Context: an optimization exercise on an open-source flow, tuned for a short achievable clock period and few clock cycles. The choices shown serve that exercise and are no tape-out recipe. In this exercise RTL edits were held to simulation tests only and were not proved equivalent to the original. Power figures rest on the tool's default switching activity, not on a simulated workload.

### config.mk
export PLATFORM = sky130hd
export DESIGN_NAME = lzdec
export DESIGN_NICKNAME = lzdec
export VERILOG_FILES = /design/flow/design.v
export SDC_FILE = /design/flow/constraint.sdc
export NUM_CORES = 4
export LEC_CHECK = 0
export ABC_CLOCK_PERIOD_IN_PS = 3500
export CAP_MARGIN = 20
export CORE_MARGIN = 2
export CORE_UTILIZATION = 40
export SETUP_SLACK_MARGIN = 5
export SLEW_MARGIN = 20
### constraint.sdc
create_clock -name core_clock -period 11.0 [get_ports {clk}]
set_input_delay 2.2000 -clock core_clock [delete_from_list [all_inputs] [get_ports {clk}]]
set_output_delay 2.2000 -clock core_clock [all_outputs]
set_load 0.01 [all_outputs]
### design.v
module lzdec (
    input  wire        clk,
    input  wire        rst,
    input  wire        start,
    input  wire [2:0]  fmt,
    input  wire [15:0] in_len,
    input  wire [15:0] max_out,
    output reg         in_re,
    output reg  [15:0] in_addr,
    input  wire [7:0]  in_rdata,
    output reg         out_re,
    output reg  [15:0] out_raddr,
    input  wire [7:0]  out_rdata,
    output reg         out_we,
    output reg  [15:0] out_waddr,
    output reg  [7:0]  out_wdata,
    output reg  [1:0]  state,
    output reg  [2:0]  err,
    output reg  [15:0] out_len
);
    localparam ST_IDLE  = 2'd0;
    localparam ST_BUSY  = 2'd1;
    localparam ST_DONE  = 2'd2;
    localparam ST_ERROR = 2'd3;
    localparam E_TRUNC   = 3'd1;
    localparam E_BACKREF = 3'd2;
    localparam E_HUFFTAB = 3'd3;
    localparam E_OUTSIZE = 3'd5;
    localparam E_CMDINV  = 3'd6;
    localparam S_BAD   = 0;
    localparam N_HDR   = 1;
    localparam N_RAW   = 2;
    localparam N_TOK   = 3;
    localparam N_PAIR  = 4;
    localparam N_PAIR2 = 5;
    localparam N_J1    = 6;
    localparam N_J2    = 7;
    localparam P_TOK   = 8;
    localparam P_X8    = 9;
    localparam P_X32   = 10;
    localparam P_CHK   = 11;
    localparam H_INIT  = 12;
    localparam H_TAB   = 13;
    localparam H_TW    = 14;
    localparam H_LIM   = 15;
    localparam H_KR    = 16;
    localparam H_DEC   = 17;
    localparam NPS     = 18;
    localparam K_LIT  = 2'd0;
    localparam K_COPY = 2'd1;
    localparam K_END  = 2'd2;
    localparam SRC_LIT = 2'd0;
    localparam SRC_MEM = 2'd1;
    localparam SRC_H0  = 2'd2;    
    localparam SRC_H1  = 2'd3;    
    integer i, j;
    reg        go;
    reg [2:0]  c_fmt;
    reg [15:0] c_len;
    reg [15:0] c_max;
    wire       start_acc = (state != ST_BUSY) && start;
    reg [15:0] rp;           
    reg        v1;           
    reg        v2;           
    reg [7:0]  in_q;
    reg [7:0]  fb [0:7];     
    reg [3:0]  fcnt;
    reg        fge1, fge2, fge4;
    reg        pf_on;
    reg [NPS-1:0] ps;
    reg [15:0] rem_in;       
    reg        in0, inlt2, inlt4, in4;
    reg [16:0] vout;         
    reg [16:0] vrem;         
    reg        vmax;         
    reg [12:0] rem_ch;       
    reg        chz, chlt2;
    reg [12:0] pcnt;         
    reg        pfull4k;
    reg [3:0]  lb_r;         
    reg        jt;           
    reg [15:0] jtarget;      
    reg        flush_r;
    reg [12:0] raw_left;
    reg        raw1;
    reg [7:0]  flags;
    reg [3:0]  nfl;
    reg        nfl0;
    reg [15:0] praw;
    reg [13:0] poff;
    reg [16:0] plen;
    reg [31:0] ind;
    reg [5:0]  nind;
    reg        nind0;
    reg [3:0]  hL [0:255];    
    reg [7:0]  hR [0:255];    
    reg [8:0]  cnt [1:15];
    reg [6:0]  hj;
    reg        hj127;
    reg        tabv;
    reg [7:0]  tabbyte;
    reg [3:0]  hstep;
    reg [15:0] hcode;
    reg        hovf;
    reg [15:0] lim [1:15];    
    reg [7:0]  fc8 [1:15];    
    reg [63:0] bb;            
    reg [6:0]  nb;            
    reg [6:0]  nbc;           
    reg [15:1] hoh;           
    reg        hrf;           
    reg [15:0] hleft;
    reg        hzero;
    reg        d2v, d2e;
    reg [2:0]  d2c;
    reg [15:1] d2oh;
    reg [14:0] d2w;
    reg        d3v, d3e;
    reg [2:0]  d3c;
    reg [3:0]  d3n;
    reg [7:0]  d3r;
    reg        d4v, d4e;
    reg [2:0]  d4c;
    reg [15:0] d4hit;
    reg [3:0]  d4lo [0:15];
    reg        sv;
    reg [1:0]  s_k;
    reg [7:0]  s_lit;
    reg [15:0] s_src;
    reg [16:0] s_len;
    reg [1:0]  s_sel;
    reg [2:0]  s_code;
    reg [1:0]  qk   [0:7];
    reg [7:0]  qlit [0:7];
    reg [15:0] qsrc [0:7];
    reg [16:0] qlen [0:7];
    reg [1:0]  qsel [0:7];
    reg [2:0]  qcode[0:7];
    reg [2:0]  qhead, qtail;
    reg        qne;           
    reg [3:0]  qn;
    reg [3:0]  occ;           
    wire       ofull = occ[3];
    reg        a_run;
    reg        cur_v;
    reg [1:0]  cur_k;
    reg [7:0]  cur_lit;
    reg [1:0]  cur_sel;
    reg [15:0] cur_raddr;
    reg [16:0] cur_rem;
    reg        cur_last;
    reg [2:0]  cur_code;
    reg [15:0] room;
    reg        room0;
    reg [15:0] apos;
    reg        b_v, b_f;
    reg [1:0]  b_sel;
    reg [7:0]  b_lit;
    reg [15:0] b_pos;
    reg [2:0]  b_code;
    reg        c_v, c_f;
    reg [1:0]  c_sel;
    reg [7:0]  c_lit;
    reg [15:0] c_pos;
    reg [2:0]  c_code;
    reg [7:0]  h1;
    wire [15:0] w16 = {fb[1], fb[0]};
    wire [31:0] w32 = {fb[3], fb[2], fb[1], fb[0]};
    wire [15:0] psrc = vout[15:0] - {2'b00, poff};
    wire [1:0]  psel = (poff == 14'd1) ? SRC_H0 : (poff == 14'd2) ? SRC_H1 : SRC_MEM;
    wire [11:0] q12 = (pcnt == 13'd0) ? 12'd0 : (pcnt[11:0] - 12'd1);
    reg  [3:0]  lbits;
    always @* begin
        if      (q12[11]) lbits = 4'd4;
        else if (q12[10]) lbits = 4'd5;
        else if (q12[9])  lbits = 4'd6;
        else if (q12[8])  lbits = 4'd7;
        else if (q12[7])  lbits = 4'd8;
        else if (q12[6])  lbits = 4'd9;
        else if (q12[5])  lbits = 4'd10;
        else if (q12[4])  lbits = 4'd11;
        else              lbits = 4'd12;
    end
    wire [15:0] lmask   = (16'd1 << lb_r) - 16'd1;
    wire [15:0] pofield = praw >> lb_r;
    wire [15:0] plfield = praw & lmask;
    wire [16:0] x32len = (|w32[31:17]) ? 17'h1FFFF :
                         (({1'b0, w32[16:0]} + 18'd3) > 18'h1FFFF) ? 17'h1FFFF :
                         (w32[16:0] + 17'd3);
    wire nh_go   = ps[N_HDR] && !ofull;
    wire a_h0    = nh_go && in0;                             
    wire a_htr   = nh_go && !in0 && inlt2;                   
    wire a_hrd   = nh_go && !inlt2 && fge2;                  
    wire h_zero  = (w16 == 16'd0);
    wire a_hend  = a_hrd && h_zero;                          
    wire a_hraw  = a_hrd && !h_zero && !w16[15];
    wire a_hcmp  = a_hrd && !h_zero && w16[15];
    wire nr_go   = ps[N_RAW] && !ofull;
    wire a_rtr   = nr_go && in0;
    wire a_rlit  = nr_go && !in0 && fge1;
    wire nt_go   = ps[N_TOK] && !ofull;
    wire a_tch   = nt_go && chz;
    wire a_tj    = nt_go && !chz && pfull4k;
    wire nt_t    = nt_go && !chz && !pfull4k;
    wire a_ftr   = nt_t && nfl0 && in0;
    wire a_flag  = nt_t && nfl0 && !in0 && fge1;
    wire a_ltr   = nt_t && !nfl0 && !flags[0] && in0;
    wire a_lit   = nt_t && !nfl0 && !flags[0] && !in0 && fge1;
    wire a_ptr   = nt_t && !nfl0 && flags[0] && (inlt2 || chlt2);
    wire a_pair  = nt_t && !nfl0 && flags[0] && !inlt2 && !chlt2 && fge2;
    wire a_jtr   = ps[N_J1] && !ofull && jt;
    wire a_jmp   = ps[N_J1] && !ofull && !jt;
    wire n2_go   = ps[N_PAIR2] && !ofull;
    wire pbad    = (poff > {1'b0, pcnt}) || ({4'd0, pcnt} + plen > 17'd4096);
    wire a_pbad  = n2_go && pbad;
    wire a_pcpy  = n2_go && !pbad;
    wire pt_go   = ps[P_TOK] && !ofull;
    wire a_pdone = pt_go && (vmax || in0);
    wire pt_t    = pt_go && !vmax && !in0;
    wire a_itr   = pt_t && nind0 && inlt4;
    wire a_ind   = pt_t && nind0 && !inlt4 && fge4;
    wire a_iend  = a_ind && in4;
    wire a_plit  = pt_t && !nind0 && !ind[0] && fge1;
    wire a_mtr   = pt_t && !nind0 && ind[0] && inlt2;
    wire a_m     = pt_t && !nind0 && ind[0] && !inlt2 && fge2;
    wire m_lc7   = (w16[15:13] == 3'd7);
    wire x8_go   = ps[P_X8] && !ofull;
    wire a_x8tr  = x8_go && in0;
    wire a_x8    = x8_go && !in0 && fge1;
    wire x8_ff   = (fb[0] == 8'hFF);
    wire x32_go  = ps[P_X32] && !ofull;
    wire a_x32tr = x32_go && inlt4;
    wire a_x32   = x32_go && !inlt4 && fge4;
    wire pc_go   = ps[P_CHK] && !ofull;
    wire pcbad   = ({3'd0, poff} > vout);
    wire a_pcbad = pc_go && pcbad;
    wire a_pccpy = pc_go && !pcbad;
    wire hi_go   = ps[H_INIT] && !ofull;
    wire a_hi0   = hi_go && (c_max == 16'd0);
    wire a_hitr  = hi_go && (c_max != 16'd0) && (rem_in < 16'd128);
    wire a_hiok  = hi_go && (c_max != 16'd0) && (rem_in >= 16'd128);
    wire a_tab   = ps[H_TAB] && fge1;
    wire kbad    = hovf || (hcode != 16'h8000);
    wire a_kbad  = ps[H_KR] && !ofull && kbad;
    wire a_kok   = ps[H_KR] && !ofull && !kbad;
    wire a_bad   = ps[S_BAD] && !ofull;
    wire        hrefill = ps[H_DEC] && hrf && fge2 && !inlt2;
    wire        d1_ok   = ps[H_DEC] && !ofull;
    wire        d1_end  = d1_ok && hzero;
    wire        d1_try  = d1_ok && !hzero;
    reg  [15:1] hsel;
    reg         dvalid;
    always @* begin
        dvalid = 1'b0;
        for (i = 1; i <= 15; i = i + 1) begin
            hsel[i] = d1_try && hoh[i] && ({3'd0, i[3:0]} <= nbc);
            if (hoh[i] && ({3'd0, i[3:0]} <= nbc)) dvalid = 1'b1;
        end
    end
    wire        d1_sym  = d1_try && dvalid;
    wire        d1_trn  = d1_try && !dvalid && inlt2 && (nbc == nb);
    wire        hissue  = d1_end || d1_sym || d1_trn;
    wire        hnosel  = !(|hsel);
    reg  [15:1] cand [0:15];
    reg  [15:0] ctge;
    reg  [14:0] cwin;
    always @* begin
        for (j = 0; j < 16; j = j + 1) begin
            cwin = bb[63-j -: 15];
            ctge[0] = 1'b1;
            for (i = 1; i <= 14; i = i + 1)
                ctge[i] = (({1'b0, cwin} >> (15 - i)) >= (lim[i] & ((17'd1 << (i + 1)) - 17'd1)));
            ctge[15] = 1'b0;
            for (i = 1; i <= 15; i = i + 1)
                cand[j][i] = ctge[i-1] & ~ctge[i];
        end
    end
    wire [63:0] bb_ins = hrefill ? (bb | ({w16, 48'd0} >> nb)) : bb;
    wire [6:0]  nb_ins = hrefill ? (nb + 7'd16) : nb;
    reg  [63:0] bb_nx;
    reg  [6:0]  nb_nx, nbc_nx;
    reg  [15:1] hoh_nx;
    reg         hrf_nx;
    always @* begin
        bb_nx  = hnosel ? bb_ins : 64'd0;
        nb_nx  = hnosel ? nb_ins : 7'd0;
        nbc_nx = hnosel ? nb : 7'd0;
        hoh_nx = hnosel ? cand[0] : 15'd0;
        hrf_nx = hnosel ? (nb_ins <= 7'd48) : 1'b0;
        for (i = 1; i <= 15; i = i + 1)
            if (hsel[i]) begin
                bb_nx  = bb_nx  | (bb_ins << i);
                nb_nx  = nb_nx  | (nb_ins - i[6:0]);
                nbc_nx = nbc_nx | (nb - i[6:0]);
                hoh_nx = hoh_nx | cand[i];
                hrf_nx = hrf_nx | ((nb_ins - i[6:0]) <= 7'd48);
            end
    end
    wire k1 = a_rlit | a_flag | a_lit | a_plit | a_x8 | a_tab;
    wire k2 = a_hrd | a_pair | a_m | hrefill;
    wire k4 = a_ind | a_x32;
    wire push_lit  = a_rlit | a_lit | a_plit;
    wire push_copy = a_pcpy | a_pccpy;
    wire push_end  = a_h0 | a_htr | a_hend | a_rtr | a_ftr | a_ltr | a_ptr | a_jtr |
                     a_pbad | a_pdone | a_itr | a_iend | a_mtr | a_x8tr | a_x32tr |
                     a_pcbad | a_hi0 | a_hitr | a_kbad | a_bad;
    wire push      = push_lit | push_copy | push_end;
    wire [2:0] pcode =
        ({3{a_htr | a_rtr | a_ftr | a_ltr | a_ptr | a_jtr | a_itr | a_mtr | a_x8tr |
            a_x32tr | a_hitr}} & E_TRUNC) |
        ({3{a_pbad | a_pcbad}} & E_BACKREF) |
        ({3{a_kbad}} & E_HUFFTAB) |
        ({3{a_bad}} & E_CMDINV);
    wire [1:0] pk = push_lit ? K_LIT : push_copy ? K_COPY : K_END;
    reg [NPS-1:0] n_ps;
    always @* begin
        n_ps[S_BAD]   = ps[S_BAD] && ofull;
        n_ps[N_HDR]   = (ps[N_HDR] && !(a_h0 | a_htr | a_hrd)) ||
                        (a_rlit && raw1) || a_tch || ps[N_J2];
        n_ps[N_RAW]   = (ps[N_RAW] && !(a_rtr | (a_rlit && raw1))) || a_hraw;
        n_ps[N_TOK]   = (ps[N_TOK] && !(a_tch | a_tj | a_ftr | a_ltr | a_ptr | a_pair)) ||
                        a_hcmp || a_pcpy;
        n_ps[N_PAIR]  = a_pair;
        n_ps[N_PAIR2] = ps[N_PAIR] || (ps[N_PAIR2] && ofull);
        n_ps[N_J1]    = (ps[N_J1] && ofull) || a_tj;
        n_ps[N_J2]    = a_jmp;
        n_ps[P_TOK]   = (ps[P_TOK] && !(a_pdone | a_itr | a_iend | a_mtr | a_m)) || a_pccpy;
        n_ps[P_X8]    = (ps[P_X8] && !(a_x8tr | a_x8)) || (a_m && m_lc7);
        n_ps[P_X32]   = (ps[P_X32] && !(a_x32tr | a_x32)) || (a_x8 && x8_ff);
        n_ps[P_CHK]   = (ps[P_CHK] && ofull) || (a_m && !m_lc7) || (a_x8 && !x8_ff) || a_x32;
        n_ps[H_INIT]  = ps[H_INIT] && ofull;
        n_ps[H_TAB]   = (ps[H_TAB] && !(a_tab && hj127)) || a_hiok;
        n_ps[H_TW]    = a_tab && hj127;
        n_ps[H_LIM]   = ps[H_TW] || (ps[H_LIM] && (hstep != 4'd15));
        n_ps[H_KR]    = (ps[H_LIM] && (hstep == 4'd15)) || (ps[H_KR] && ofull);
        n_ps[H_DEC]   = (ps[H_DEC] && !(d1_end | d1_trn)) || a_kok;
    end
    wire [16:0] vout_inc  = vout + {16'd0, push_lit};
    wire [16:0] vout_nx   = push_copy ? (vout + plen) : vout_inc;
    wire        vmax_nx   = push_copy ? (vrem == plen) : push_lit ? (vrem == 17'd1) : vmax;
    wire [16:0] vrem_nx   = push_copy ? (vrem - plen) : (vrem - {16'd0, push_lit});
    reg [15:0] rem_nx;
    reg        in0_nx, inlt2_nx, inlt4_nx, in4_nx;
    always @* begin
        rem_nx = rem_in; in0_nx = in0; inlt2_nx = inlt2; inlt4_nx = inlt4; in4_nx = in4;
        if (k1) begin
            rem_nx = rem_in - 16'd1;
            in0_nx = (rem_in == 16'd1); inlt2_nx = (rem_in < 16'd3);
            inlt4_nx = (rem_in < 16'd5); in4_nx = (rem_in == 16'd5);
        end
        if (k2) begin
            rem_nx = rem_in - 16'd2;
            in0_nx = (rem_in == 16'd2); inlt2_nx = (rem_in < 16'd4);
            inlt4_nx = (rem_in < 16'd6); in4_nx = (rem_in == 16'd6);
        end
        if (k4) begin
            rem_nx = rem_in - 16'd4;
            in0_nx = (rem_in == 16'd4); inlt2_nx = (rem_in < 16'd6);
            inlt4_nx = (rem_in < 16'd8); in4_nx = (rem_in == 16'd8);
        end
    end
    wire [15:0] rem_jmp = rem_in - {3'd0, rem_ch};
    reg [7:0] fb_nx [0:7];
    always @* begin
        for (i = 0; i < 8; i = i + 1) begin
            fb_nx[i] = (i < fcnt) ? fb[i] : in_q;
            if (k1) fb_nx[i] = (i + 1 < fcnt) ? fb[(i + 1) & 7] : in_q;
            if (k2) fb_nx[i] = (i + 2 < fcnt) ? fb[(i + 2) & 7] : in_q;
            if (k4) fb_nx[i] = (i + 4 < fcnt) ? fb[(i + 4) & 7] : in_q;
        end
    end
    wire [3:0] fv0 = fcnt + {3'd0, v2};
    wire [3:0] fv1 = fv0 - 4'd1;
    wire [3:0] fv2 = fv0 - 4'd2;
    wire [3:0] fv4 = fv0 - 4'd4;
    wire [3:0] fcnt_nx = k1 ? fv1 : k2 ? fv2 : k4 ? fv4 : fv0;
    wire fge1_nx = k1 ? (fv0 >= 4'd2) : k2 ? (fv0 >= 4'd3) : k4 ? (fv0 >= 4'd5) : (fv0 >= 4'd1);
    wire fge2_nx = k1 ? (fv0 >= 4'd3) : k2 ? (fv0 >= 4'd4) : k4 ? (fv0 >= 4'd6) : (fv0 >= 4'd2);
    wire fge4_nx = k1 ? (fv0 >= 4'd5) : k2 ? (fv0 >= 4'd6) : k4 ? (fv0 >= 4'd8) : (fv0 >= 4'd4);
    wire issue_rd = pf_on && ({1'b0, fcnt} + {4'd0, v2} + {4'd0, v1} + {4'd0, in_re} <= 5'd7);
    wire [3:0]  ta = tabbyte[3:0];
    wire [3:0]  tb = tabbyte[7:4];
    reg  [7:0]  rank_a, rank_b;
    always @* begin
        rank_a = 8'd0;
        rank_b = 8'd0;
        for (i = 1; i <= 15; i = i + 1) begin
            if (ta == i[3:0]) rank_a = cnt[i][7:0];
            if (tb == i[3:0]) rank_b = cnt[i][7:0];
        end
        if (ta == tb) rank_b = rank_b + 8'd1;
    end
    wire [16:0] hlim = {1'b0, hcode} + {8'd0, cnt[1]};
    reg [7:0] d2c8, d2f8;
    reg [3:0] d2n;
    always @* begin
        d2c8 = 8'd0;
        d2f8 = 8'd0;
        d2n  = 4'd0;
        for (i = 1; i <= 15; i = i + 1)
            if (d2oh[i]) begin
                d2c8 = d2c8 | (d2w >> (15 - i));
                d2f8 = d2f8 | fc8[i];
                d2n  = d2n | i[3:0];
            end
    end
    reg [15:0] d3hit;
    reg [3:0]  d3lo [0:15];
    always @* begin
        for (j = 0; j < 16; j = j + 1) begin
            d3hit[j] = 1'b0;
            d3lo[j]  = 4'd0;
            for (i = 0; i < 16; i = i + 1)
                if (hL[16*j+i] == d3n && hR[16*j+i] == d3r) begin
                    d3hit[j] = 1'b1;
                    d3lo[j]  = d3lo[j] | i[3:0];
                end
        end
    end
    reg [7:0] d4sym;
    always @* begin
        d4sym = 8'd0;
        for (j = 0; j < 16; j = j + 1)
            if (d4hit[j]) d4sym = d4sym | {j[3:0], d4lo[j]};
    end
    wire a_act  = a_run && cur_v;
    wire a_byte = a_act && (cur_k != K_END);
    wire a_emit = a_byte && !room0;
    wire a_ovf  = a_byte && room0;
    wire a_fin  = a_act && ((cur_k == K_END) || room0);
    wire a_free = !cur_v || (a_emit && cur_last);
    wire a_load = a_run && !a_fin && a_free && qne;
    always @(posedge clk) begin
        if (rst) begin
            state   <= ST_IDLE;
            err     <= 3'd0;
            out_len <= 16'd0;
            go      <= 1'b0;
            in_re   <= 1'b0;
            v1      <= 1'b0;
            v2      <= 1'b0;
            pf_on   <= 1'b0;
            ps      <= {NPS{1'b0}};
            sv      <= 1'b0;
            qn      <= 4'd0;
            qne     <= 1'b0;
            occ     <= 4'd0;
            a_run   <= 1'b0;
            cur_v   <= 1'b0;
            b_v     <= 1'b0;
            b_f     <= 1'b0;
            c_v     <= 1'b0;
            c_f     <= 1'b0;
            out_re  <= 1'b0;
            out_we  <= 1'b0;
            d2v     <= 1'b0;
            d3v     <= 1'b0;
            d4v     <= 1'b0;
        end else begin
            go <= start_acc;
            if (start_acc) begin
                state <= ST_BUSY;
                err   <= 3'd0;
            end else if (c_f) begin
                state   <= (c_code == 3'd0) ? ST_DONE : ST_ERROR;
                err     <= c_code;
                out_len <= (c_code == 3'd0) ? c_pos : 16'd0;
            end
            v1 <= in_re && !flush_r && !start_acc;
            v2 <= v1 && !flush_r && !start_acc;
            if (go) pf_on <= 1'b1;
            else if (c_f) pf_on <= 1'b0;
            in_re <= start_acc || go || flush_r || issue_rd;
            if (go) begin
                ps <= {NPS{1'b0}};
                case (c_fmt)
                    3'd0: ps[N_HDR]  <= 1'b1;
                    3'd1: ps[P_TOK]  <= 1'b1;
                    3'd2: ps[H_INIT] <= 1'b1;
                    default: ps[S_BAD] <= 1'b1;
                endcase
            end else if (c_f)
                ps <= {NPS{1'b0}};
            else
                ps <= n_ps;
            d2v <= !go && hissue;
            d3v <= !go && d2v;
            d4v <= !go && d3v;
            if (go) begin
                sv  <= 1'b0;
                qn  <= 4'd0;
                qne <= 1'b0;
                occ <= 4'd0;
            end else begin
                sv  <= push || d4v;
                qn  <= qn + {3'd0, sv} - {3'd0, a_load};
                qne <= (qn + {3'd0, sv} - {3'd0, a_load}) != 4'd0;
                occ <= occ + {3'd0, push || hissue} - {3'd0, a_load};
            end
            if (go) begin
                a_run <= 1'b1;
                cur_v <= 1'b0;
                b_v   <= 1'b0;
                b_f   <= 1'b0;
                out_re <= 1'b0;
            end else begin
                if (a_fin) a_run <= 1'b0;
                if (a_load) cur_v <= 1'b1;
                else if (a_free) cur_v <= 1'b0;
                out_re <= a_emit && (cur_k == K_COPY) && (cur_sel == SRC_MEM);
                b_v <= a_emit;
                b_f <= a_fin;
            end
            c_v    <= b_v;
            c_f    <= b_f;
            out_we <= c_v;
        end
    end
    always @(posedge clk) begin
        if (state != ST_BUSY) begin
            c_fmt <= fmt;
            c_len <= in_len;
            c_max <= max_out;
        end
        in_q <= in_rdata;
        if (state != ST_BUSY) begin
            in_addr <= 16'd0;
            rp      <= 16'd1;
        end else if (flush_r) begin
            in_addr <= jtarget;
            rp      <= jtarget + 16'd1;
        end else if (go || issue_rd) begin
            in_addr <= rp;
            rp      <= rp + 16'd1;
        end
        for (i = 0; i < 8; i = i + 1) fb[i] <= fb_nx[i];
        if (go || flush_r) begin
            fcnt <= 4'd0;
            fge1 <= 1'b0;
            fge2 <= 1'b0;
            fge4 <= 1'b0;
        end else begin
            fcnt <= fcnt_nx;
            fge1 <= fge1_nx;
            fge2 <= fge2_nx;
            fge4 <= fge4_nx;
        end
        if (go) begin
            rem_in <= c_len;
            in0    <= (c_len == 16'd0);
            inlt2  <= (c_len < 16'd2);
            inlt4  <= (c_len < 16'd4);
            in4    <= (c_len == 16'd4);
            vout   <= 17'd0;
            vrem   <= {1'b0, c_max};
            vmax   <= (c_max == 16'd0);
            nind   <= 6'd0;
            nind0  <= 1'b1;
            flush_r <= 1'b0;
        end else begin
            vout    <= vout_nx;
            vrem    <= vrem_nx;
            vmax    <= vmax_nx;
            flush_r <= a_jmp;
            if (a_jmp) begin
                rem_in <= rem_jmp;
                in0    <= (rem_jmp == 16'd0);
                inlt2  <= (rem_jmp < 16'd2);
                inlt4  <= (rem_jmp < 16'd4);
                in4    <= (rem_jmp == 16'd4);
            end else begin
                rem_in <= rem_nx;
                in0    <= in0_nx;
                inlt2  <= inlt2_nx;
                inlt4  <= inlt4_nx;
                in4    <= in4_nx;
            end
            if (a_ind) begin
                ind   <= w32;
                nind  <= 6'd32;
                nind0 <= 1'b0;
            end else if (a_plit || a_m) begin
                ind   <= ind >> 1;
                nind  <= nind - 6'd1;
                nind0 <= (nind == 6'd1);
            end
        end
        if (a_hraw) begin
            raw_left <= {1'b0, w16[11:0]} + 13'd1;
            raw1     <= (w16[11:0] == 12'd0);
        end else if (a_rlit) begin
            raw_left <= raw_left - 13'd1;
            raw1     <= (raw_left == 13'd2);
        end
        if (a_hcmp) begin
            rem_ch  <= {1'b0, w16[11:0]} + 13'd1;
            chz     <= 1'b0;
            chlt2   <= (w16[11:0] == 12'd0);
            pcnt    <= 13'd0;
            pfull4k <= 1'b0;
            nfl     <= 4'd0;
            nfl0    <= 1'b1;
        end else begin
            if (a_flag || a_lit) begin
                rem_ch <= rem_ch - 13'd1;
                chz    <= (rem_ch == 13'd1);
                chlt2  <= (rem_ch < 13'd3);
            end else if (a_pair) begin
                rem_ch <= rem_ch - 13'd2;
                chz    <= (rem_ch == 13'd2);
                chlt2  <= (rem_ch < 13'd4);
            end
            if (a_lit) begin
                pcnt    <= pcnt + 13'd1;
                pfull4k <= (pcnt == 13'd4095);
            end else if (a_pcpy) begin
                pcnt    <= pcnt + plen[12:0];
                pfull4k <= (pcnt + plen[12:0] == 13'd4096);
            end
            if (a_flag) begin
                flags <= fb[0];
                nfl   <= 4'd8;
                nfl0  <= 1'b0;
            end else if (a_lit || a_pair) begin
                flags <= flags >> 1;
                nfl   <= nfl - 4'd1;
                nfl0  <= (nfl == 4'd1);
            end
        end
        lb_r    <= lbits;
        jt      <= ({3'd0, rem_ch} > rem_in);
        jtarget <= c_len - rem_in + {3'd0, rem_ch};
        if (a_pair) praw <= w16;
        if (ps[N_PAIR]) begin
            poff <= {2'b00, pofield[11:0]} + 14'd1;
            plen <= {5'd0, plfield[11:0]} + 17'd3;
        end else if (a_m) begin
            poff <= {1'b0, w16[12:0]} + 14'd1;
            plen <= {14'd0, w16[15:13]} + 17'd3;
        end else if (a_x8) begin
            plen <= {9'd0, fb[0]} + 17'd10;
        end else if (a_x32) begin
            plen <= x32len;
        end
        if (d4v) begin
            s_k    <= d4e ? K_END : K_LIT;
            s_lit  <= d4sym;
            s_code <= d4c;
        end else begin
            s_k    <= pk;
            s_lit  <= fb[0];
            s_code <= pcode;
        end
        s_src <= psrc;
        s_len <= push_copy ? plen : 17'd1;
        s_sel <= psel;
        if (sv) begin
            qk[qtail]    <= s_k;
            qlit[qtail]  <= s_lit;
            qsrc[qtail]  <= s_src;
            qlen[qtail]  <= s_len;
            qsel[qtail]  <= s_sel;
            qcode[qtail] <= s_code;
        end
        if (go) begin
            qhead <= 3'd0;
            qtail <= 3'd0;
        end else begin
            if (sv) qtail <= qtail + 3'd1;
            if (a_load) qhead <= qhead + 3'd1;
        end
        if (ps[H_INIT]) begin
            for (i = 1; i < 16; i = i + 1) cnt[i] <= 9'd0;
            hj    <= 7'd0;
            hj127 <= 1'b0;
            hstep <= 4'd1;
            hcode <= 16'd0;
            hovf  <= 1'b0;
            hleft <= c_max;
            hzero <= (c_max == 16'd0);
        end
        tabv    <= a_tab;
        tabbyte <= fb[0];
        if (tabv) begin
            for (i = 0; i < 254; i = i + 1) begin
                hL[i] <= hL[i + 2];
                hR[i] <= hR[i + 2];
            end
            hL[254] <= ta;
            hL[255] <= tb;
            hR[254] <= rank_a;
            hR[255] <= rank_b;
            for (i = 1; i < 16; i = i + 1)
                cnt[i] <= cnt[i] + {8'd0, (ta == i[3:0])} + {8'd0, (tb == i[3:0])};
        end
        if (a_tab) begin
            hj    <= hj + 7'd1;
            hj127 <= (hj == 7'd126);
        end
        if (ps[H_LIM]) begin
            for (i = 1; i < 15; i = i + 1) begin
                cnt[i] <= cnt[i + 1];
                lim[i] <= lim[i + 1];
                fc8[i] <= fc8[i + 1];
            end
            lim[15] <= hlim[15:0];
            fc8[15] <= hcode[7:0];
            if (hstep == 4'd15) begin
                hcode <= hlim[15:0];
                hovf  <= hovf | hlim[16];
            end else begin
                hcode <= {hlim[14:0], 1'b0};
                hovf  <= hovf | hlim[16] | hlim[15];
            end
            hstep <= hstep + 4'd1;
        end
        if (ps[H_KR]) begin
            bb  <= 64'd0;
            nb  <= 7'd0;
            nbc <= 7'd0;
            hrf <= 1'b1;
            hoh <= 15'd0;
        end else if (ps[H_DEC]) begin
            bb  <= bb_nx;
            nb  <= nb_nx;
            nbc <= nbc_nx;
            hoh <= hoh_nx;
            hrf <= hrf_nx;
        end
        if (d1_sym) begin
            hleft <= hleft - 16'd1;
            hzero <= (hleft == 16'd1);
        end
        d2e  <= d1_end || d1_trn;
        d2c  <= d1_trn ? E_TRUNC : 3'd0;
        d2oh <= hoh;
        d2w  <= bb[63:49];
        d3e <= d2e;
        d3c <= d2c;
        d3n <= d2n;
        d3r <= d2c8 - d2f8;
        d4e <= d3e;
        d4c <= d3c;
        d4hit <= d3hit;
        for (j = 0; j < 16; j = j + 1) d4lo[j] <= d3lo[j];
        if (a_load) begin
            cur_k     <= qk[qhead];
            cur_lit   <= qlit[qhead];
            cur_sel   <= qsel[qhead];
            cur_raddr <= qsrc[qhead];
            cur_rem   <= qlen[qhead];
            cur_last  <= (qk[qhead] != K_COPY);
            cur_code  <= qcode[qhead];
        end else if (a_emit) begin
            cur_raddr <= cur_raddr + 16'd1;
            cur_rem   <= cur_rem - 17'd1;
            cur_last  <= (cur_rem == 17'd2);
        end
        if (go) begin
            room  <= c_max;
            room0 <= (c_max == 16'd0);
            apos  <= 16'd0;
        end else if (a_emit) begin
            room  <= room - 16'd1;
            room0 <= (room == 16'd1);
            apos  <= apos + 16'd1;
        end
        out_raddr <= cur_raddr;
        b_sel  <= (cur_k == K_LIT) ? SRC_LIT : cur_sel;
        b_lit  <= cur_lit;
        b_pos  <= apos;
        b_code <= a_ovf ? E_OUTSIZE : cur_code;
        c_sel  <= b_sel;
        c_lit  <= b_lit;
        c_pos  <= b_pos;
        c_code <= b_code;
        if (c_v) begin
            out_waddr <= c_pos;
            case (c_sel)
                SRC_LIT: out_wdata <= c_lit;
                SRC_MEM: out_wdata <= out_rdata;
                SRC_H0:  out_wdata <= out_wdata;
                default: out_wdata <= h1;
            endcase
            h1 <= out_wdata;
        end
    end
endmodule
### run.sh
#!/bin/bash
# synth_recipe.tcl (not shown) runs the flow's synth.tcl, then flattens the netlist and writes it again
# the make line also repeats each setting of config.mk as NAME=value (left out here)
make -C /OpenROAD-flow-scripts/flow DESIGN_CONFIG=/design/flow/config.mk WORK_HOME=/design/flow/orfs CLKGATE_MAP_FILE= SYNTH_SCRIPT=/design/flow/synth_recipe.tcl finish
==> qor.yml, run 1 <==
critical_path:
  cp_max_fo: 4
  cp-start-kind: "register"
  crit_required_ns: 11.96
  cp.arrival_ns: 6.65
  critical_path_class: "register to register"
  rrSetupSlack_ns: 5.31
  rr_worst_depth: 26
  reg2reg_from: "plen[0]$_DFFE_PP_"
  reg2reg_to: "vout[16]$_SDFF_PP0_"
  cp-end-kind: "register"
global_routing:
  track_usage_pct: 22.63
  antenna_found_initial: 37
  grt.busiest_layer: "met2"
  grtUsageMet3_pct: 4.508
  grt_use_met2_pct: 34.43
  grt_first_pass_wirelength_mm: 1109
  grt_use_met1_pct: 31.82
  grt_pass1_vias: 169945
  grt.overflow.total: 0
  grt_max_degree: 188
logic_synthesis:
  async_flop_share_pct: 0
  synthTopCellsByArea: "edfxtp_1 50%, ha_1 9.5%, xnor2_1 6.9%"
  synth_top_area_share_pct: 49.56
  ys.warnings.count: 11
  ys_top_cells_by_count: "4168 x edfxtp_1, 1988 x xnor2_1, 1927 x ha_1, 1514 x xor2_1, 992 x nand2_1"
  synth_top_flop_cell: "edfxtp_1"
  synth_cells: 20548
  ys_seq_elements: 4793
  yosysMostFrequentCell: "edfxtp_1"
  syn-cell-area_um2: 252600
  synthesis.nets: 22568
  synth_cell_types: 100
  post-synth-top-area-cell: "edfxtp_1"
  synth.yosys.seq_area_share_pct: 54.51
  syn-mean-instance-area_um2: 12.29
  synth-edff-count: 4168
power_and_ir_drop:
  irDropWorstVdd_mv: 0.2253
  leakage_nw: 91.64
  totalPowerFinal_mw: 50.22
  power_density_nw_per_um2: 178.0
floorplanning:
  die_h_um: 798.6
  rows: 291
  dieArea_um2: 637800
  num_io_pins: 134
  die_w_um: 798.6
  start_util_pct: 40.19
  fp.coreArea_um2: 628400
final_layout:
  final_cell_area_um2: 282100
  fin_util_pct: 44.90
  stdcell_count: 29433
  area_delta_synth_final_pct: 11.72
  layout-drive-gt1-share_pct: 7.497
  final_nets: 22650
sta:
  clock_skew_ns: 0.09341
  worstMarginPinSlew_ns: 1.315
  fin_tns_setup_ns: 0
  hold_viol_final: 0
  fin_crit_sh_pct: 51.70
  fmax_mhz: 175.8
  hold_ws_ns: 0.3222
  maxSlewViolCount: 0
  setup_slack_ns: 5.313
  setup_violations: 0
  max_slew_margin_pct: 11.19
  rsz0062_at_grt: "no"
  min_period_ns: 5.687
routing:
  wl_per_cell_um: 25.45
  routed_via_density: 5.861
  drc: 0
  drt.antenna.violating_nets: 0
  drt_first_pass_iters: 10
  first_iter_violations: 19197
  routed_wirelength_mm: 749.1
  vias: 172501
run:
  maxCapViolations: 0
placement:
  gp_congestion: 0.9098
  place_area_um2: 264300
  io_buffers: 133
  placedCellCount: 28425
  pre_cts_ws_ns: 4.235
  dp_hpwl_mm: 480.9
clock_network:
  clk_path_buf_depth: 4
  cts_tree: "yes"
  cts.htree.levels: 6
  cts_sinks: 4793
  cts_hold_buf: 0
  root_buffer: "clkbuf_16"
  cts_buffers: 532
  clk_latency_ns: 1.08
  path_clk_slew_ns: 0.06
min_path:
  whs_path_depth: 0
  whs_endpoint: "c_pos[1]$_DFF_P_"
  hold_start: "b_pos[1]$_DFF_P_"
  hold_path.class: "register to register"
run_status:
  status: "complete, no violations"
area by class of cell:
cell class	count	area, um^2
Clock inverter	255	2865
Inverter	441	1655
Sequential cell	4793	137800
Tap cell	8350	10450
Timing Repair Buffer	555	4897
Clock buffer	711	14460
Fill cell	56752	346300
Multi-Input combinational cell	14307	109900
Antenna cell	21	52.55
cells by family (layout without fill, tap and decap cells):
family | Yosys count | in the layout | share of synthesized area (%)
buffers and inverters | 1448 | 1962 | 2.184
and+or+nand+nor | 4719 | 4719 | 9.441
AOI/OAI and AO/OA | 3763 | 3763 | 9.787
adders and majority gates | 1967 | 1967 | 9.860
DFF | 4793 | 4793 | 54.51
muxes | 356 | 356 | 2.071
other | 0 | 21 | 0
xor gates and xnor gates | 3502 | 3502 | 12.14
flip-flops by register name (all words and copies together) (netlist names), 120 cells and up, named ones only:
signal and flops:
fc8 120, hL 1024, qsrc 128, cnt 135, hR 2048, qlen 136
lim 134
power by group:
group / switching (mW) / internal (mW)
Sequential: 0.814 / 19.9
Clock: 7.63 / 10.2
Combinational: 7.23 / 4.47
cells in the final DEF (no fill, tap or decap), types with 428 or more instances in the layout:
master,synthesis,final
dfxtp_1,625,573
edfxtp_1,4168,4168
a21oi_1,833,818
xnor2_1,1988,1987
nand4_1,577,577
nor3_1,438,428
ha_1,1927,1926
nor2_1,990,970
nor4_1,524,518
xor2_1,1514,1513
clkbuf_16,0,539
o21ai_0,755,750
inv_1,432,428
nand2_1,992,991
worst max-delay path, cell delays in order, from the launching register on:
cell	delay, ns
edfxtp_1	0.41
ha_2	0.22
inv_1	0.09
fa_2	0.25
nor2b_4	0.06
o21ai_1	0.13
or3b_4	0.42
a2111oi_4	0.32
nand4_1	0.19
o41ai_4	0.36
buf_4	0.19
nand3_2	0.08
nor3b_4	0.22
nor2_2	0.12
ha_1	0.17
inv_1	0.07
fa_2	0.35
nor2b_2	0.16
o31a_1	0.19
o41a_1	0.21
a41o_1	0.22
nor4_1	0.06
nor3_1	0.26
a31oi_1	0.16
o21a_1	0.22
or3_1	0.37
a21oi_1	0.15
layer usage:
metal,part of all wire [%],vias to the layer above
met5,0.037,-
met1,44,85490
met2,44,7597
li1,-,77521
met3,8.2,1873
met4,4.3,20
timing repair:
item,4_1_cts,5_1_grt
cloned,2,0
setup endpoints to repair,6,4
resized for setup,19,18
pin swaps,9,14
buffers inserted,12,5
how the worst max path moves through the flow:
stage	endpoint	from	slack, ns
3_3_place_gp	vout[16]$_SDFF_PP0_	pcnt[0]$_SDFFE_PP0P_	4.12
3_5_place_dp	vout[16]$_SDFF_PP0_	plen[0]$_DFFE_PP_	4.23
6_report	vout[16]$_SDFF_PP0_	plen[0]$_DFFE_PP_	5.31
2_1_floorplan	cnt[10][0]$_DFFE_PP_	tabv$_DFF_P_	-11.67
4_1_cts	vout[16]$_SDFF_PP0_	pcnt[0]$_SDFFE_PP0P_	5.00
5_1_grt	vout[16]$_SDFF_PP0_	pcnt[6]$_SDFFE_PP0P_	5.03
Testbench counts, summed over its fixed seeds: cycles 314,023.
==> inputs of run 2 (changes only) <==
--- a/design.v
+++ b/design.v
@@ -56,4 +56,5 @@
     integer i, j;
     reg        go;
+    reg        rst_q;        
     reg [2:0]  c_fmt;
     reg [15:0] c_len;
@@ -301,9 +302,10 @@
     wire k4 = a_ind | a_x32;
     wire push_lit  = a_rlit | a_lit | a_plit;
+    wire copy_go   = n2_go | pc_go;
     wire push_copy = a_pcpy | a_pccpy;
     wire push_end  = a_h0 | a_htr | a_hend | a_rtr | a_ftr | a_ltr | a_ptr | a_jtr |
-                     a_pbad | a_pdone | a_itr | a_iend | a_mtr | a_x8tr | a_x32tr |
-                     a_pcbad | a_hi0 | a_hitr | a_kbad | a_bad;
-    wire push      = push_lit | push_copy | push_end;
+                     a_pdone | a_itr | a_iend | a_mtr | a_x8tr | a_x32tr |
+                     a_hi0 | a_hitr | a_kbad | a_bad;
+    wire push      = push_lit | copy_go | push_end;
     wire [2:0] pcode =
         ({3{a_htr | a_rtr | a_ftr | a_ltr | a_ptr | a_jtr | a_itr | a_mtr | a_x8tr |
@@ -337,7 +339,7 @@
     end
     wire [16:0] vout_inc  = vout + {16'd0, push_lit};
-    wire [16:0] vout_nx   = push_copy ? (vout + plen) : vout_inc;
-    wire        vmax_nx   = push_copy ? (vrem == plen) : push_lit ? (vrem == 17'd1) : vmax;
-    wire [16:0] vrem_nx   = push_copy ? (vrem - plen) : (vrem - {16'd0, push_lit});
+    wire [16:0] vout_nx   = copy_go ? (vout + plen) : vout_inc;
+    wire        vmax_nx   = copy_go ? (vrem == plen) : push_lit ? (vrem == 17'd1) : vmax;
+    wire [16:0] vrem_nx   = copy_go ? (vrem - plen) : (vrem - {16'd0, push_lit});
     reg [15:0] rem_nx;
     reg        in0_nx, inlt2_nx, inlt4_nx, in4_nx;
@@ -432,4 +434,5 @@
     wire a_load = a_run && !a_fin && a_free && qne;
     always @(posedge clk) begin
+        rst_q <= rst;
         if (rst) begin
             state   <= ST_IDLE;
@@ -437,24 +440,9 @@
             out_len <= 16'd0;
             go      <= 1'b0;
-            in_re   <= 1'b0;
-            v1      <= 1'b0;
-            v2      <= 1'b0;
-            pf_on   <= 1'b0;
-            ps      <= {NPS{1'b0}};
-            sv      <= 1'b0;
-            qn      <= 4'd0;
-            qne     <= 1'b0;
-            occ     <= 4'd0;
-            a_run   <= 1'b0;
-            cur_v   <= 1'b0;
             b_v     <= 1'b0;
             b_f     <= 1'b0;
             c_v     <= 1'b0;
             c_f     <= 1'b0;
-            out_re  <= 1'b0;
             out_we  <= 1'b0;
-            d2v     <= 1'b0;
-            d3v     <= 1'b0;
-            d4v     <= 1'b0;
         end else begin
             go <= start_acc;
@@ -465,6 +453,39 @@
                 state   <= (c_code == 3'd0) ? ST_DONE : ST_ERROR;
                 err     <= c_code;
+            end
+            if (c_f)
                 out_len <= (c_code == 3'd0) ? c_pos : 16'd0;
+            if (rst_q || go) begin
+                b_v <= 1'b0;
+                b_f <= 1'b0;
+                c_v <= 1'b0;
+                c_f <= 1'b0;
+            end else begin
+                b_v <= a_emit;
+                b_f <= a_fin;
+                c_v <= b_v;
+                c_f <= b_f;
             end
+            out_we <= c_v;
+        end
+    end
+    always @(posedge clk) begin
+        if (rst_q) begin
+            in_re   <= start_acc;
+            v1      <= 1'b0;
+            v2      <= 1'b0;
+            pf_on   <= 1'b0;
+            ps      <= {NPS{1'b0}};
+            sv      <= 1'b0;
+            qn      <= 4'd0;
+            qne     <= 1'b0;
+            occ     <= 4'd0;
+            a_run   <= 1'b0;
+            cur_v   <= 1'b0;
+            out_re  <= 1'b0;
+            d2v     <= 1'b0;
+            d3v     <= 1'b0;
+            d4v     <= 1'b0;
+        end else begin
             v1 <= in_re && !flush_r && !start_acc;
             v2 <= v1 && !flush_r && !start_acc;
@@ -501,6 +522,4 @@
                 a_run <= 1'b1;
                 cur_v <= 1'b0;
-                b_v   <= 1'b0;
-                b_f   <= 1'b0;
                 out_re <= 1'b0;
             end else begin
@@ -509,10 +528,5 @@
                 else if (a_free) cur_v <= 1'b0;
                 out_re <= a_emit && (cur_k == K_COPY) && (cur_sel == SRC_MEM);
-                b_v <= a_emit;
-                b_f <= a_fin;
             end
-            c_v    <= b_v;
-            c_f    <= b_f;
-            out_we <= c_v;
         end
     end
@@ -614,5 +628,5 @@
                 pcnt    <= pcnt + 13'd1;
                 pfull4k <= (pcnt == 13'd4095);
-            end else if (a_pcpy) begin
+            end else if (n2_go) begin
                 pcnt    <= pcnt + plen[12:0];
                 pfull4k <= (pcnt + plen[12:0] == 13'd4096);
@@ -653,5 +667,5 @@
         end
         s_src <= psrc;
-        s_len <= push_copy ? plen : 17'd1;
+        s_len <= copy_go ? plen : 17'd1;
         s_sel <= psel;
         if (sv) begin
@@ -721,5 +735,5 @@
             hrf <= 1'b1;
             hoh <= 15'd0;
-        end else if (ps[H_DEC]) begin
+        end else begin
             bb  <= bb_nx;
             nb  <= nb_nx;
==> flow/run.sh (new file) <==
#!/bin/bash
# Layout flow: the standard ORFS layout (standard.sh, unchanged synthesis,
# floorplan, placement, CTS, routing) with a larger setup margin for ORFS's
# repair_timing, so that it keeps sizing and buffering paths well below the
# 11 ns clock. The clock period and all constraints stay the design's.
set -euo pipefail
bash standard.sh SETUP_SLACK_MARGIN=7.5 finish > standard_flow.log 2>&1
==> standard.sh (new file) <==
#!/bin/bash
# synth_recipe.tcl (not shown) runs the flow's synth.tcl, then flattens the netlist and writes it again
# the make line also repeats each setting of config.mk as NAME=value (left out here)
make -C /OpenROAD-flow-scripts/flow DESIGN_CONFIG=/design/flow/config.mk WORK_HOME=/design/flow/orfs CLKGATE_MAP_FILE= SYNTH_SCRIPT=/design/flow/synth_recipe.tcl "${@:-finish}"
removed: run.sh
==> qor.yml, run 2 <==
run_status:
  status: "complete, no violations"
clock_network:
  cts_buffers: 527
  cts_tree: "yes"
  path_clk_slew_ns: 0.06
  clk_path_buf_depth: 4
  cts.htree.levels: 6
  root_buffer: "clkbuf_16"
  clk_latency_ns: 1.09
  cts_sinks: 4794
final_layout:
  final_common_cell: "edfxtp_1"
  top_regs: "hR: 2048 flops, hL: 1024 flops, qlen: 136 flops"
  largest_reg_flops: 2048
  most-common-layout-cells: "4168 x edfxtp_1, 2091 x xnor2_1, 1910 x ha_1, 1398 x xor2_1, 1036 x nand2_1"
  area_delta_synth_final_pct: 14.01
  final_nets: 23048
  top_register: "hR"
  layout-drive-gt1-share_pct: 10.73
logic_synthesis:
  syn-mean-instance-area_um2: 12.29
  synth-edff-count: 4168
  synth_top_flop_cell: "edfxtp_1"
  synthMuxAreaShare_pct: 2.123
  synth_cells: 20587
  synth_top_area_share_pct: 49.47
  ys_seq_elements: 4794
  synthTopCellsByArea: "edfxtp_1 49%, ha_1 9.5%, xnor2_1 7.2%"
  synth.yosys.seq_area_share_pct: 54.43
  async_flop_share_pct: 0
  post-synth-top-area-cell: "edfxtp_1"
  synthesis.nets: 22607
  synth_cell_types: 109
  syn-cell-area_um2: 253000
  synth_compound_gate_area_share_pct: 9.669
  ys.warnings.count: 11
  yosysMostFrequentCell: "edfxtp_1"
  synth-xor-area-share_pct: 12.11
  synthAdderAreaFrac_pct: 9.839
  synth_top_family_by_area: "XOR/XNOR gates"
  ys_top_cells_by_count: "4168 x edfxtp_1, 2092 x xnor2_1, 1927 x ha_1, 1399 x xor2_1, 1046 x nand2_1"
  yosys.area_share.simple_pct: 9.605
global_routing:
  track_usage_pct: 23.81
  grt_first_pass_wirelength_mm: 1153
  antenna_found_initial: 50
  grt_pass1_vias: 171314
  grt_max_degree: 196
  grtUsageMet3_pct: 4.907
  grt_use_met2_pct: 37.50
  grt.overflow.total: 0
  grt_use_met1_pct: 31.96
  grt.busiest_layer: "met2"
critical_path:
  rr_worst_depth: 12
  worst_path_max_delay_cell: "edfxtp_1"
  cp.arrival_ns: 1.56
  cp-start-kind: "register"
  crit_required_ns: 8.80
  critical_path_class: "register to primary output"
  critPathMaxStageDelay_ns: 0.41
  rrSetupSlack_ns: 7.29
  cp-end-kind: "primary output"
  reg2reg_from: "nbc[1]$_SDFF_PP0_"
  cp_top_family: "flip-flops"
  cp_num_buf_inv: 1
  reg2reg_to: "bb[53]$_SDFF_PP0_"
  cp_max_fo: 2
  path_cells: "buf_6"
sta:
  setup_violations: 0
  min_period_ns: 3.764
  fin_crit_sh_pct: 34.22
  setup_slack_ns: 7.236
  fmax_mhz: 265.7
  fin_tns_setup_ns: 0
  hold_ws_ns: 0.2845
  max_slew_margin_pct: 17.83
  hold_viol_final: 0
  rsz0062_at_grt: "yes"
  clock_skew_ns: 0.1031
  maxSlewViolCount: 0
  worstMarginPinSlew_ns: 1.231
floorplanning:
  start_util_pct: 40.07
  num_io_pins: 134
  fp.coreArea_um2: 631300
  dieArea_um2: 638800
  rows: 292
  die_h_um: 799.3
  die_w_um: 799.3
placement:
  pre_cts_ws_ns: 5.413
  gp_congestion: 0.9349
  io_buffers: 133
  dp_hpwl_mm: 505.7
routing:
  drt_first_pass_iters: 10
  routed_via_density: 5.856
  wl_per_cell_um: 26.57
  drc: 0
  first_iter_violations: 18905
  vias: 174864
  drt.antenna.violating_nets: 0
  routed_wirelength_mm: 793.4
power_and_ir_drop:
  leakage_nw: 95.07
  irDropWorstVdd_mv: 0.1598
  totalPowerFinal_mw: 48.64
  power_density_nw_per_um2: 168.6
min_path:
  whs_endpoint: "c_pos[12]$_DFF_P_"
  hold_path.class: "register to register"
  whs_path_depth: 0
  hold_start: "b_pos[12]$_DFF_P_"
run:
  maxCapViolations: 0
run 2: changes by cell type after synthesis, sizes merged, moves of 30 or more:
cell,before,now
mux2i,161,191
clkbuf,731,648
xnor2,1988,2094
o22ai,348,265
o221ai,97,64
o21a,115,85
a21o,306,254
nand2,992,1046
nor4,525,488
buf,276,354
xor2,1514,1399
a31oi,200,247
a21oi,833,874
run 2: power breakdown:
group,internal (mW),switching [mW]
Clock,10.3,7.67
Sequential,19.8,0.492
Combinational,4.03,6.34
Total,34.1,14.5
run 2: through the flow:
stage	std cells	util (%)	area, um^2
after CTS	29666	45.26	285700
after detailed placement	28510	41.94	264800
after global placement	28505	41.92	264700
final	29861	45.69	288400
after floorplan	20587	-	253000
after global routing	29846	45.68	288400
run 2: kinds of logic after synthesis:
group           count (synthesis)
fa+ha+maj                    1966
compound gates               3721
flops                        4794
simple gates                 4799
mux                           364
buf+inv                      1450
xor+xnor                     3493
run 2: area by class of cell:
class | instances | area, um^2
multi-input combinational | 14345 | 111300
antenna | 23 | 57.56
sequential | 4794 | 137900
tap | 8379 | 10480
clock buffer | 711 | 14570
timing repair buffer | 912 | 9408
inverter | 448 | 1863
clock inverter | 249 | 2800
fill | 56429 | 342900
run 2: repair_timing:
action | in CTS | in global routing
cloned | 6 | 8
pin swaps | 47 | 51
hold buffers | 0 | 0
setup buffers | 190 | 163
gates resized for setup | 799 | 242
setup endpoints to repair | 1594 | 1142
run 2: metal layers:
metal,wire length (um),up-vias
li1,-,78400
met1,332500,86801
met2,355000,7582
met3,65740,2043
met4,39950,38
met5,251,-
run 2: how the worst max path moves through the flow:
stage / startpoint / to / slack, ns / cells past startpoint
2_1_floorplan: tabv$_DFF_P_ / cnt[10][0]$_DFFE_PP_ / -11.67 / 2
3_3_place_gp: nbc[2]$_SDFF_PP0_ / occ[2]$_SDFF_PP0_ / 5.31 / 18
3_5_place_dp: nbc[2]$_SDFF_PP0_ / occ[2]$_SDFF_PP0_ / 5.41 / 18
4_1_cts: out_wdata[0]$_DFFE_PP_ / out_wdata[0] / 7.14 / 1
5_1_grt: out_wdata[4]$_DFFE_PP_ / out_wdata[4] / 7.15 / 1
6_report: out_wdata[1]$_DFFE_PP_ / out_wdata[1] / 7.24 / 1
Testbench counts of run 2, summed over its fixed seeds: cycles 314,023.

==> separate check: timing with driven ports <==
How much do the figures lean on ideal ports? The routed layouts below were timed once more, with nothing changed but the port constraints. Step 1 sets driving cells, clkbuf_16 on the clock port and buf_2 on the other inputs (assumed; they add their load-dependent delay and slew). Step 2, shift: input delay + t, output delay - t, t = (earliest + latest rising clock arrival at the registers) / 2. This alone moves slack from input paths to output paths. Slacks: no drivers / after step 1 / after step 2; pairs: no drivers / after step 1.
run | t, ns | setup WS [ns] | worst slew at a driven data input, ns
run 1 | 1.179 | 5.313 / 5.313 / 5.313 | 0.07
run 2 | 1.186 | 7.236 / 7.089 / 6.968 | 0.13
After both steps every run listed still meets setup and hold. The setup slack of run 2, which loses most, moves by -0.147 ns with the drivers and by -0.268 ns with both steps.
